Source: an optimization exercise on an open RTL-to-GDS flow (aim: small area, a short achievable clock period and few clock cycles). Production flows keep margins and buffers that such runs may drop. Only simulation tests tie the RTL to the original design; equivalence was not proved. Power is estimated from default activity; no workload was simulated.

[config.mk]
export PLATFORM = sky130hd
export DESIGN_NAME = chd_huffdec
export DESIGN_NICKNAME = chd_huffdec
export VERILOG_FILES = /design/flow/design.v
export SDC_FILE = /design/flow/constraint.sdc
export NUM_CORES = 4
export LEC_CHECK = 0
export CAP_MARGIN = 40
export CORE_MARGIN = 2
export CORE_UTILIZATION = 40
export PLACE_DENSITY = 0.6
export SLEW_MARGIN = 30
[constraint.sdc]
create_clock -name core_clock -period 12.0 [get_ports {clk}]
set_input_delay 2.4000 -clock core_clock [delete_from_list [all_inputs] [get_ports {clk}]]
set_output_delay 2.4000 -clock core_clock [all_outputs]
set_load 0.01 [all_outputs]
[design.v]
module chd_huffdec (
    input  wire       clk,
    input  wire       rst,
    input  wire       start,
    input  wire [8:0] numcodes,
    input  wire [4:0] maxbits,
    input  wire [15:0] nsyms,
    output wire       busy,
    input  wire       in_valid,
    input  wire [7:0] in_data,
    output wire       in_ready,
    output reg        out_valid,
    output reg  [8:0] out_sym,
    output reg        done,
    output reg  [1:0] err
);
    localparam MAXCODES = 272;
    localparam B = 40;                  
    localparam S_IDLE  = 3'd0;
    localparam S_IMP   = 3'd1;
    localparam S_BUILD = 3'd2;
    localparam S_BWAIT = 3'd3;
    localparam S_DEC   = 3'd4;
    reg [2:0]  st;
    reg        busy_r;
    reg        init;                    
    reg        rdy_r;
    reg [8:0]  nc_r;
    reg [4:0]  mb_r;
    reg [15:0] ns_r;                    
    assign busy     = busy_r;
    assign in_ready = rdy_r;
    reg [7:0]   br;
    reg         rv;
    reg [B-1:0] bb;                     
    reg [5:0]   n;                      
    wire [15:0] wt = bb[B-1:B-16];
    reg [8:0]  frem;                    
    reg        frem_nz;
    reg [8:0]  fcnt;                    
    reg        fld_v, fld_last, fld_big;
    reg [4:0]  fld_lo;
    reg [8:0]  fld_s;
    reg [8:0]  endpos [1:16];           
    reg [16:0] i_eqh, i_gth;            
    reg [15:0] i_eql, i_ltl;            
    reg [8:0]  ins_s;
    reg [8:0]  arr [0:MAXCODES-1];      
    reg [4:0]  bl;                      
    reg        b1v, b1last;
    reg [4:0]  b1l;
    reg [8:0]  b1e;
    reg        b2v, b2last;
    reg [18:0] b2lim;
    reg        kerr;
    reg [18:0] dacc;                    
    reg [16:0] lim [1:16];              
    reg [8:0]  nd  [1:16];              
    reg [8:0]  idx_r;
    reg        v1, t1;
    reg [1:0]  e1;
    reg [8:0]  r1 [0:16];
    reg [4:0]  r1h;
    reg        v2, t2;
    reg [1:0]  e2;
    wire [16:0] lt;                     
    assign lt[0] = 1'b0;
    wire [8:0] idxl [1:16];
    genvar gl;
    generate
        for (gl = 1; gl <= 16; gl = gl + 1) begin : g_len
            wire [gl-1:0] top = wt[15 -: gl];
            assign lt[gl] = ({1'b0, top} < lim[gl][gl:0]);
            if (gl >= 9) begin : g_w
                assign idxl[gl] = top[8:0] + nd[gl];
            end else begin : g_n
                assign idxl[gl] = {{(9-gl){1'b0}}, top} + nd[gl];
            end
        end
    endgenerate
    wire dec_go = (st == S_DEC);
    wire imp_go = (st == S_IMP) && frem_nz && (n >= {1'b0, mb_r});
    wire [5:0] n_in  = n + (rv ? 6'd8 : 6'd0);
    wire [6:0] thr_b = {1'b0, n_in} + (rdy_r ? 7'd8 : 7'd0);    
    reg [16:1] en_d, en_i, nsel;
    reg [16:1] hit;
    reg [16:0] csel;
    reg        any_hit;
    reg [8:0]  idx_n;
    reg [5:0]  n_next;
    reg        rdy_next;
    integer l;
    always @(*) begin
        for (l = 1; l <= 16; l = l + 1) begin
            en_d[l] = dec_go && (n >= l);
            en_i[l] = imp_go && (mb_r == l);
            nsel[l] = dec_go && ((n >= {1'b0, mb_r}) ? (mb_r == l) : (n == l));
        end
        any_hit = 1'b0;
        idx_n   = 9'd0;
        for (l = 1; l <= 16; l = l + 1) begin
            hit[l]  = lt[l] && !lt[l-1] && en_d[l];
            csel[l] = hit[l] || en_i[l];
            any_hit = any_hit | (lt[l] && nsel[l]);
            if (hit[l]) idx_n = idx_n | idxl[l];
        end
        csel[0] = !(imp_go || any_hit);
        n_next   = 6'd0;
        rdy_next = 1'b0;
        for (l = 0; l <= 16; l = l + 1) begin
            if (csel[l]) begin
                n_next   = n_next | (n_in - l);
                rdy_next = rdy_next | (thr_b <= 32 + l);
            end
        end
    end
    wire no_match = dec_go && !lt[mb_r] && (n >= {1'b0, mb_r});
    wire [B+7:0]  ins_w = rv ? ({br, {B{1'b0}}} >> n) : {(B+8){1'b0}};
    wire [B+15:0] ext   = {bb | ins_w[B+7:8], ins_w[7:0], 8'd0};
    reg  [B-1:0]  bb_sh;
    always @(*) begin
        bb_sh = {B{1'b0}};
        for (l = 0; l <= 16; l = l + 1)
            if (csel[l]) bb_sh = bb_sh | ext[B+15-l -: B];
    end
    wire [15:0] fld_full = wt >> (5'd16 - mb_r);
    wire       fbad = fld_big || (fld_lo > mb_r);
    wire       fins = fld_v && (fld_lo != 5'd0);
    wire [8:0] pa   = endpos[fld_lo];
    genvar ga;
    generate
        for (ga = 0; ga < MAXCODES; ga = ga + 1) begin : g_arr
            wire ld   = i_eqh[ga/16] && i_eql[ga%16];
            wire gt   = i_gth[ga/16] || (i_eqh[ga/16] && i_ltl[ga%16]);
            wire hold = !(ld || gt);
            wire [8:0] below;
            if (ga == 0) begin : g0
                assign below = 9'd0;
            end else begin : gn
                assign below = arr[ga-1];
            end
            wire [8:0] d = ({9{hold}} & arr[ga]) | ({9{gt}} & below) | ({9{ld}} & ins_s);
            always @(posedge clk) arr[ga] <= d;
        end
    endgenerate
    wire [18:0] b_lim  = {10'd0, b1e} + dacc;
    wire [18:0] b_dacc = {10'd0, b1e} + {dacc[17:0], 1'b0};
    wire [18:0] pwm    = 19'd1 << mb_r;
    wire        b_big  = b2lim[18] | b2lim[17];
    wire        b_bad  = b2lim > pwm;
    integer i;
    always @(posedge clk) begin
        done      <= 1'b0;
        out_valid <= v2;
        v2        <= v1;
        t2        <= t1;
        e2        <= e1;
        v1        <= 1'b0;
        t1        <= 1'b0;
        fld_v     <= 1'b0;
        init      <= 1'b0;
        b1v       <= 1'b0;
        b2v       <= 1'b0;
        if (t2) begin
            done   <= 1'b1;
            err    <= e2;
            busy_r <= 1'b0;
        end
        for (i = 0; i < 17; i = i + 1)
            r1[i] <= arr[{i[4:0], idx_r[3:0]}];
        r1h     <= idx_r[8:4];
        out_sym <= r1[r1h];
        rv <= in_valid && rdy_r;
        br <= in_data;
        bb    <= bb_sh;
        n     <= n_next;
        rdy_r <= rdy_next;
        if (imp_go) begin
            fld_v    <= 1'b1;
            fld_lo   <= fld_full[4:0];
            fld_big  <= |fld_full[15:5];
            fld_s    <= fcnt;
            fld_last <= (frem == 9'd1);
            fcnt     <= fcnt + 9'd1;
            frem     <= frem - 9'd1;
            frem_nz  <= (frem != 9'd1);
        end
        for (i = 0; i <= 16; i = i + 1) begin
            i_eqh[i] <= fins && (pa[8:4] == i);
            i_gth[i] <= fins && (pa[8:4] < i);
        end
        for (i = 0; i < 16; i = i + 1) begin
            i_eql[i] <= (pa[3:0] == i);
            i_ltl[i] <= (pa[3:0] < i);
        end
        ins_s <= fld_s;
        if (fins)
            for (i = 1; i <= 16; i = i + 1)
                if (i >= fld_lo) endpos[i] <= endpos[i] + 9'd1;
        if (fld_v && st == S_IMP) begin
            if (fbad) begin
                st     <= S_IDLE;
                done   <= 1'b1;
                err    <= 2'd3;
                busy_r <= 1'b0;
            end else if (fld_last) begin
                st <= S_BUILD;
            end
        end
        if (st == S_BUILD) begin
            b1v    <= 1'b1;
            b1l    <= bl;
            b1e    <= endpos[bl];
            b1last <= (bl == mb_r);
            bl     <= bl + 5'd1;
            if (bl == mb_r) st <= S_BWAIT;
        end
        if (b1v) begin
            lim[b1l] <= b_lim[16:0];
            nd[b1l]  <= 9'd0 - dacc[8:0];
            dacc     <= b_dacc;
            b2v      <= 1'b1;
            b2last   <= b1last;
            b2lim    <= b_lim;
        end
        if (b2v) begin
            kerr <= kerr | b_big;
            if (b2last) begin
                if (kerr || b_bad) begin
                    st     <= S_IDLE;
                    done   <= 1'b1;
                    err    <= 2'd3;
                    busy_r <= 1'b0;
                end else if (ns_r == 16'd0) begin
                    st     <= S_IDLE;
                    done   <= 1'b1;
                    err    <= 2'd0;
                    busy_r <= 1'b0;
                end else begin
                    st <= S_DEC;
                end
            end
        end
        if (dec_go) begin
            idx_r <= idx_n;
            if (any_hit) begin
                v1   <= 1'b1;
                ns_r <= ns_r - 16'd1;
                if (ns_r == 16'd1) begin
                    st <= S_IDLE;
                    t1 <= 1'b1;
                    e1 <= 2'd0;
                end
            end else if (no_match) begin
                st <= S_IDLE;
                t1 <= 1'b1;
                e1 <= 2'd3;
            end
        end
        if (init) begin
            bb      <= {B{1'b0}};
            n       <= 6'd0;
            rdy_r   <= 1'b1;
            fcnt    <= 9'd0;
            frem    <= nc_r;
            frem_nz <= 1'b1;
            bl      <= 5'd1;
            dacc    <= 19'd0;
            kerr    <= 1'b0;
            for (i = 1; i <= 16; i = i + 1) begin
                endpos[i] <= 9'd0;
                lim[i]    <= 17'd0;
            end
            if (nc_r > MAXCODES) begin
                done   <= 1'b1;
                err    <= 2'd1;
                busy_r <= 1'b0;
            end else if (nc_r == 9'd0 || mb_r == 5'd0 || mb_r > 5'd16) begin
                done   <= 1'b1;
                err    <= 2'd2;
                busy_r <= 1'b0;
            end else begin
                st <= S_IMP;
            end
        end
        if (start && !busy_r) begin
            busy_r <= 1'b1;
            init   <= 1'b1;
            rdy_r  <= 1'b1;
            nc_r   <= numcodes;
            mb_r   <= maxbits;
            ns_r   <= nsyms;
        end
        if (rst) begin
            st        <= S_IDLE;
            busy_r    <= 1'b0;
            init      <= 1'b0;
            done      <= 1'b0;
            out_valid <= 1'b0;
            v1        <= 1'b0;
            v2        <= 1'b0;
            t1        <= 1'b0;
            t2        <= 1'b0;
            fld_v     <= 1'b0;
            b1v       <= 1'b0;
            b2v       <= 1'b0;
            i_eqh     <= 17'd0;
            i_gth     <= 17'd0;
            err       <= 2'd0;
        end
    end
endmodule
[flow/run.sh]
#!/bin/bash
# Standard layout with two changes to how it is made (SDC and period are
# unchanged):
#  - a larger setup margin, so that the repair steps keep sizing paths that
#    already meet the clock period
#  - larger clock sink clusters and no dummy clock loads, for a smaller tree
set -euo pipefail
CTS="-sink_clustering_enable -repair_clock_nets -dont_use_dummy_load -sink_clustering_size ${CLUSTER:-20} -sink_clustering_max_diameter ${DIAM:-90}"
bash standard.sh SETUP_SLACK_MARGIN=${MARGIN:-8.0} "CTS_ARGS=$CTS" finish > flow_make.log 2>&1
[standard.sh]
#!/bin/bash
# synth_recipe.tcl (not shown) runs the flow's synth.tcl, then flattens the netlist and writes it again
# the make line also repeats each setting of config.mk as NAME=value (left out here)
make -C /OpenROAD-flow-scripts/flow DESIGN_CONFIG=/design/flow/config.mk WORK_HOME=/design/flow/orfs CLKGATE_MAP_FILE= SYNTH_SCRIPT=/design/flow/synth_recipe.tcl "${@:-finish}"
==> results of run 1 <==
[what timing repair did]
action,4_1_cts,5_1_grt
pin swaps,4,5
gates cloned,0,1
setup endpoints to repair,159,86
endpoints found under the hold margin,0,0
buffers inserted,20,23
resized for setup,118,48
[worst reg2reg max path: cells and delay by family (launching register included)]
kind,cells,cell delay [ps]
buffers and inverters,2,1520
and+or+nand+nor,3,1280
DFF,1,560
AOI/OAI and AO/OA,3,570
[synthesized netlist by cell type, drive strengths merged, types with 207 or more instances]
master  instances  area (um2)
o21ai         218        1095
ha            323        4041
nor2          751        2819
nand2        5108       19170
a21o          295        2215
dfxtp        3083       61720
clkbuf       1409        5289
and2          302        1889
nand4         256        1602
a22o          426        3731
inv           318        1194
nand3         229        1146
edfxtp        253        7597
a22oi        3267       24530
o22ai         207        1295
a21oi         460        2317
a221oi        211        1909
[metrics by stage]
| step | setup WS [ps] | area [um2] |
|---|---|---|
| 5_1_grt | 7859 | 167500 |
| 4_1_cts | 7989 | 166800 |
| 3_3_place_gp | 6855 | 160400 |
| 2_1_floorplan | 8178 | 156300 |
| 3_5_place_dp | 6783 | 161400 |
| 6_report | 8023 | 167600 |
[layout make-up]
class | count | share of cell area [%]
multi-input cells | 13510 | 48.08
flip-flops and latches | 3336 | 41.46
inverters | 324 | 0.7329
diodes | 79 | 0.1179
well taps | 5197 | 3.879
repair buffers | 466 | 2.738
clock buffers | 201 | 3.000
[flip-flops by register name, summed over array words and instances (netlist names), 16 cells and up, named ones only]
| register | cells |
|---|---|
| arr | 2439 |
| b2lim | 19 |
| bb | 40 |
| dacc | 19 |
| endpos | 144 |
| i_eqh | 17 |
| i_eql | 16 |
| i_gth | 16 |
| lim | 152 |
| nd | 144 |
| ns_r | 16 |
| r1 | 153 |
[power breakdown]
part           total (mW)  switching (mW)  internal [mW]
registers            11.4           0.140           11.3
clock network        6.98            4.01           2.97
logic                3.06            2.06           1.00
[cells by family (layout without fill, tap and decap cells)]
logic type,Yosys count,in the layout,share of synthesized area (%)
adder cells (fa/ha/maj),340,340,2.803
AO/OA/AOI/OAI,5698,5698,27.11
buffers and inverters,1855,991,4.532
AND/OR/NAND/NOR,7079,7079,18.84
XOR/XNOR,305,305,1.709
multiplexers,85,85,0.6635
other,0,79,0
flip-flops,3336,3336,44.34
[routing by layer]
| metal | track usage [%] | vias to the layer above | wire (um) | share of wire, % |
|---|---|---|---|---|
| met2 | 49.85 | 10570 | 294500 | 42 |
| met5 | 0 | - | 158 | 0.023 |
| met3 | 8.003 | 2344 | 83530 | 12 |
| met4 | 19.41 | 20 | 47200 | 6.7 |
| met1 | 44.25 | 72800 | 273900 | 39 |
| li1 | - | 65950 | - | - |
[path summary, 6_finish.rpt]
| path | slack, ps | end | cells past startpoint | startpoint |
|---|---|---|---|---|
| worst min-delay path | 350 | ins_s[7]$_DFF_P_ | 0 | fld_s[7]$_DFFE_PP_ |
| worst min register to register | 350 | ins_s[7]$_DFF_P_ | 0 | fld_s[7]$_DFFE_PP_ |
| worst max register to register | 8020 | r1[1][2]$_DFF_P_ | 8 | idx_r[3]$_DFFE_PN_ |
| worst max-delay path | 8020 | r1[1][2]$_DFF_P_ | 8 | idx_r[3]$_DFFE_PN_ |
==> flow_metrics.py, run 1 <==
metrics = {
    "critical_path": {
        "max_stage_delay_ps": 800,
        "crit_fanout": 41,
        "critPathBufInv": 2,
        "crit_top_cell": "buf_4",
        "end_kind": "register",
        "worstPathRequired_ps": 12930,
        "crit_family": "buffers and inverters",
        "critPathArrivalTime_ps": 4900,
        "cp_slowest_cell": "buf_4",
        "critPathLaunchType": "register",
        "crit_type": "register to register",
        "worstPathCellList": "nand2b_1 -> nor2_4 -> buf_4 -> buf_4 -> a22o_1 -> a221oi_1 -> nand3_1 -> o22a_1",
    },
    "pwr": {
        "ir_worst_vdd_uv": 152.0,
        "cellLeakagePower_nw": 68.96,
        "power_density_nw_per_um2": 127.9,
        "total_power_mw": 21.44,
    },
    "final_layout": {
        "nets": 18220,
        "syn_to_final_growth_pct": 7.234,
        "layout.cells.most_common": "nand2_1",
        "regArea_um2": 69500,
        "drive_above_1_share_pct": 4.923,
        "multiInputGateArea_um2": 80590,
        "n_fill_cell": 38840,
        "layout_common_cells": "nand2_1 (5103), a22oi_1 (3266), dfxtp_1 (3013)",
        "post-route-util_pct": 43.08,
        "final_cell_count_no_fill": 23110,
    },
    "place": {
        "dp_hpwl_mm": 465.8,
        "gp_congestion": 0.9985,
        "dp.cells": 22770,
        "portBuffers": 56,
    },
    "synthesis": {
        "synth_nets": 19080,
        "avgSynthCellArea_um2": 8.361,
        "ys_types": 101,
        "synth_flop_cell": "dfxtp_1",
        "async_flop_share_pct": 0,
        "synth_edf_count": 253,
        "yosysWarnings": 13,
        "synth-seq-cells": 3336,
        "ys_seq_area_share_pct": 44.34,
        "synth_area_um2": 156300,
        "synth_cells": 18700,
    },
    "timing": {
        "setup_viol": 0,
        "skew_ps": 153.4,
        "tns_ps": 0,
        "rsz0062_at_grt": "yes",
        "min_period_ps": 3977,
        "max_freq_mhz": 251.4,
        "finalMaxSlewViolations": 0,
        "relSlewSlack_pct": 13.92,
        "hold_viol_final": 0,
        "hold_slack_ps": 347.6,
        "timing.final.crit_share_pct": 33.14,
        "worst-slew-pin-transition_ps": 1291,
    },
    "cts": {
        "cts_tree": "yes",
        "cts_hold_buf": 0,
        "root_buffer": "clkbuf_16",
        "clockBufferDepth": 4,
        "clock_sinks": 3336,
        "clock_latency_ps": 1020,
        "numCtsBuffers": 201,
        "htree_levels": 4,
        "clkTransAtPathRegs_ps": 90,
    },
    "global_route": {
        "grt_overflow": 0,
        "grt_pass1_vias": 139000,
        "grt_pass1_wl_mm": 1000,
        "grt_usage_pct": 33.52,
        "antenna_found_initial": 44,
        "grt_max_degree": 122,
    },
    "detailed_routing": {
        "vias": 151700,
        "drtIter0Drc": 23650,
        "drt-wirelength-per-cell_um": 30.26,
        "vias_per_cell": 6.564,
        "drc": 0,
        "ant_nets": 0,
        "first_pass_iters": 14,
        "wirelength_mm": 699.3,
    },
    "floorplanning": {
        "io_pins": 57,
        "dieWidth_um": 629.2,
        "die_h_um": 629.2,
        "start_util_pct": 40.18,
        "die_area_um2": 395800,
        "num_rows": 229,
        "floorplan.core_area_um2": 389100,
    },
    "run_status": {
        "outcome": "complete, no violations",
    },
    "job": {
        "drv_cap": 0,
    },
    "min_path": {
        "min_path_type": "register to register",
    },
}
Testbench counts, summed over its fixed seeds: cycles 93,997.
==> run 2, diff against run 1 <==
--- a/design.v
+++ b/design.v
@@ -134,3 +134,2 @@
             wire gt   = i_gth[ga/16] || (i_eqh[ga/16] && i_ltl[ga%16]);
-            wire hold = !(ld || gt);
             wire [8:0] below;
@@ -141,4 +140,4 @@
             end
-            wire [8:0] d = ({9{hold}} & arr[ga]) | ({9{gt}} & below) | ({9{ld}} & ins_s);
-            always @(posedge clk) arr[ga] <= d;
+            always @(posedge clk)
+                if (ld || gt) arr[ga] <= ld ? ins_s : below;
         end
==> run.sh (new file) <==
#!/bin/bash
# synth_recipe.tcl (not shown) runs the flow's synth.tcl, then flattens the netlist and writes it again
# the make line also repeats each setting of config.mk as NAME=value (left out here)
make -C /OpenROAD-flow-scripts/flow DESIGN_CONFIG=/design/flow/config.mk WORK_HOME=/design/flow/orfs CLKGATE_MAP_FILE= SYNTH_SCRIPT=/design/flow/synth_recipe.tcl finish
removed: flow/run.sh
removed: standard.sh
==> run 2 against run 1 <==
  * Still clean
  * Die area grew 7.0%
  * Sequential power up 11%
  * Synthesized area is 7.1% higher
  * Combinational power fell by 9.5%
  * Sequential share of layout area up 8.6 points
  * Critical path type unchanged
==> flow_metrics.py, run 2 <==
metrics = {
    "critical_path": {
        "worstPathCellList": "inv_1 -> ha_1 -> a211o_1 -> and2_1 -> a21oi_4 -> inv_2 -> buf_4 -> a31oi_4 -> buf_4 -> nor2_1 -> a221oi_1 -> o221ai_1 -> nor4_1 -> a31oi_1",
        "crit_fanout": 25,
        "cp_num_cells": 14,
        "r2r_cells": 14,
        "critPathArrivalTime_ps": 6390,
        "crit_top_cell": "buf_4",
        "worstPathRequired_ps": 12810,
        "crit_type": "register to register",
        "critPathBufInv": 4,
        "crit_family": "compound AO/OA/AOI/OAI gates",
        "max_stage_delay_ps": 760,
        "critPathLaunchType": "register",
        "cp_slowest_cell": "edfxtp_1",
        "end_kind": "register",
    },
    "cts": {
        "ctsResizeCount": 0,
        "root_buffer": "clkbuf_16",
        "clkTransAtPathRegs_ps": 60,
        "htree_levels": 5,
        "clock_latency_ps": 1040,
        "cts_hold_buf": 0,
        "numCtsBuffers": 372,
        "cts_setup_buffers": 0,
        "clockBufferDepth": 4,
        "cts_tree": "yes",
        "clock_sinks": 3336,
    },
    "place": {
        "dp.cells": 18040,
        "pre_cts_slack_ps": 6681,
        "portBuffers": 56,
        "dp_hpwl_mm": 413.7,
        "dpl-instance-area_um2": 174500,
        "gp_congestion": 0.9517,
    },
    "global_route": {
        "grt_max_degree": 176,
        "grt_overflow": 0,
        "antenna_found_initial": 34,
        "grt_usage_pct": 28.39,
        "grt_pass1_vias": 117300,
        "grt_pass1_wl_mm": 884.1,
    },
    "synthesis": {
        "ys_seq_area_share_pct": 55.98,
        "synth-seq-cells": 3336,
        "synth_area_um2": 167400,
        "avgSynthCellArea_um2": 12.72,
        "yosysTopAreaCellShare_pct": 48.28,
        "synth_common_cells": "edfxtp_1 (2692), mux2_2 (2449), a22oi_1 (925)",
        "synth_nets": 13540,
        "async_flop_share_pct": 0,
        "ys_types": 105,
        "synth_flop_cell": "edfxtp_1",
        "synth_edf_count": 2692,
        "yosys.cell_count.top_type": "edfxtp_1",
        "yosysWarnings": 13,
        "synth_area_leader_cell": "edfxtp_1",
        "synth_cells": 13160,
        "synth_area_leaders": "edfxtp_1 (48%), mux2_2 (16%), dfxtp_1 (7.7%)",
    },
    "timing": {
        "hold_slack_ps": 339.1,
        "skew_ps": 123.4,
        "max_freq_mhz": 179.4,
        "timing.final.crit_share_pct": 46.45,
        "setup_viol": 0,
        "min_period_ps": 5574,
        "fin_ws_ps": 6426,
        "tns_ps": 0,
        "finalMaxSlewViolations": 0,
        "relSlewSlack_pct": 21.75,
        "hold_viol_final": 0,
        "rsz0062_at_grt": "no",
        "worst-slew-pin-transition_ps": 1174,
    },
    "floorplanning": {
        "io_pins": 57,
        "die_h_um": 651.0,
        "start_util_pct": 40.18,
        "die_area_um2": 423700,
        "num_rows": 237,
        "floorplan.core_area_um2": 416600,
        "dieWidth_um": 651.0,
    },
    "min_path": {
        "min_path_type": "register to register",
        "hold_depth": 0,
    },
    "final_layout": {
        "regArea_um2": 93810,
        "layout.cells.most_common": "edfxtp_1",
        "n_fill_cell": 37540,
        "final_cell_count_no_fill": 18790,
        "multiInputGateArea_um2": 69270,
        "nets": 13330,
        "largest_register": "arr",
        "drive_above_1_share_pct": 26.81,
        "layout_common_cells": "edfxtp_1 (2692), mux2_2 (2449), a22oi_1 (925)",
        "largest_reg_flops": 2448,
        "stdcell_area_um2": 187400,
        "syn_to_final_growth_pct": 11.93,
        "biggestRegsByFlops": "arr (2448), r1 (153), lim (152)",
    },
    "job": {
        "drv_cap": 0,
    },
    "detailed_routing": {
        "vias": 122700,
        "wirelength_mm": 626.2,
        "drc": 0,
        "vias_per_cell": 6.528,
        "first_pass_iters": 11,
        "drt-wirelength-per-cell_um": 33.32,
        "ant_nets": 0,
        "drtIter0Drc": 18310,
    },
    "pwr": {
        "power_density_nw_per_um2": 145.1,
        "ir_worst_vdd_uv": 135.8,
        "cellLeakagePower_nw": 64.58,
    },
    "run_status": {
        "outcome": "complete, no violations",
    },
}
## run 2: final cells by class
type                            instances  share of cell area [%]
Tap cell                             5497                   3.670
Multi-Input combinational cell       8532                   36.97
Antenna cell                           35                 0.04674
Sequential cell                      3336                   50.06
Clock buffer                          497                   5.525
Inverter                              295                  0.5916
Timing Repair Buffer                  408                   2.048
Clock inverter                        194                   1.089
## run 2: power breakdown
part,switching (mW),total [mW],internal [mW]
Clock,5.07,11.8,6.76
Combinational,1.87,2.77,0.898
Sequential,0.129,12.6,12.5
Total,7.06,27.2,20.1
## run 2: worst paths after layout
| path | to | start | slack [ps] |
|---|---|---|---|
| max | bb[37]$_SDFF_PP0_ | mb_r[4]$_DFFE_PP_ | 6430 |
| min | ins_s[2]$_DFF_P_ | fld_s[2]$_DFFE_PP_ | 340 |
| max reg2reg | bb[37]$_SDFF_PP0_ | mb_r[4]$_DFFE_PP_ | 6430 |
| min reg2reg | ins_s[2]$_DFF_P_ | fld_s[2]$_DFFE_PP_ | 340 |
## run 2: worst reg2reg max path: cells and delay by family (launching register included)
family          cells  cell delay (ps)
compound gates      6             2070
fa+ha+maj           1              420
buf+inv             4             1540
flops               1              760
simple gates        3              640
## run 2: logic make-up (layout without fill, tap and decap cells)
kind of cell | Yosys count | count (layout) | synth area share, %
other cells | 0 | 35 | 0
compound gates | 3105 | 3105 | 13.35
buf+inv | 1290 | 1394 | 2.935
flops | 3336 | 3336 | 55.98
fa+ha+maj | 340 | 340 | 2.617
simple gates | 2263 | 2263 | 6.524
xor+xnor | 308 | 308 | 1.622
mux | 2516 | 2516 | 16.97
## run 2: through the flow
stage / power, mW / util, %
floorplan: 14.45 / -
global placement: 15.48 / 41.71
detailed placement: 15.49 / 41.89
CTS: 27.13 / 44.87
global route: 27.81 / 44.96
finish: 27.18 / 44.98
## run 2: per-layer routing
layer  GRT usage, %  up-vias  part of all wire (%)
met5        0.02264        -                 0.011
met1          38.47    61860                    40
met4          13.13       12                   5.2
met3          6.793     1634                    11
met2          42.90     8145                    44
li1               -    51040                     -
Testbench counts of run 2, summed over its fixed seeds: cycles 93,997.

[separate check: timing with driven ports]
Ports are ideal in the flow. The routed layouts listed here were re-timed in OpenROAD. Step 1: set_driving_cell puts a clkbuf_16 on clk and a buf_2 on each other input, an assumption about the parent block. Step 2, shift: input delay + t, output delay - t, t = (earliest + latest rising clock arrival at the registers) / 2. This alone moves slack from input paths to output paths. Slacks: ideal ports / drivers / drivers and shift; pairs: ideal ports / drivers.
run	t, ns	setup WS [ns]	worst setup path at the end	clock arrival spread, ns
run 1	1.073	8.023 / 7.924 / 7.440	input to register	0.161 / 0.161
run 2	1.099	6.426 / 6.426 / 6.426	register to register	0.149 / 0.149
After both steps every run listed still meets setup and hold. The setup slack of run 1, which loses most, moves by -0.099 ns with the drivers and by -0.583 ns with both steps.
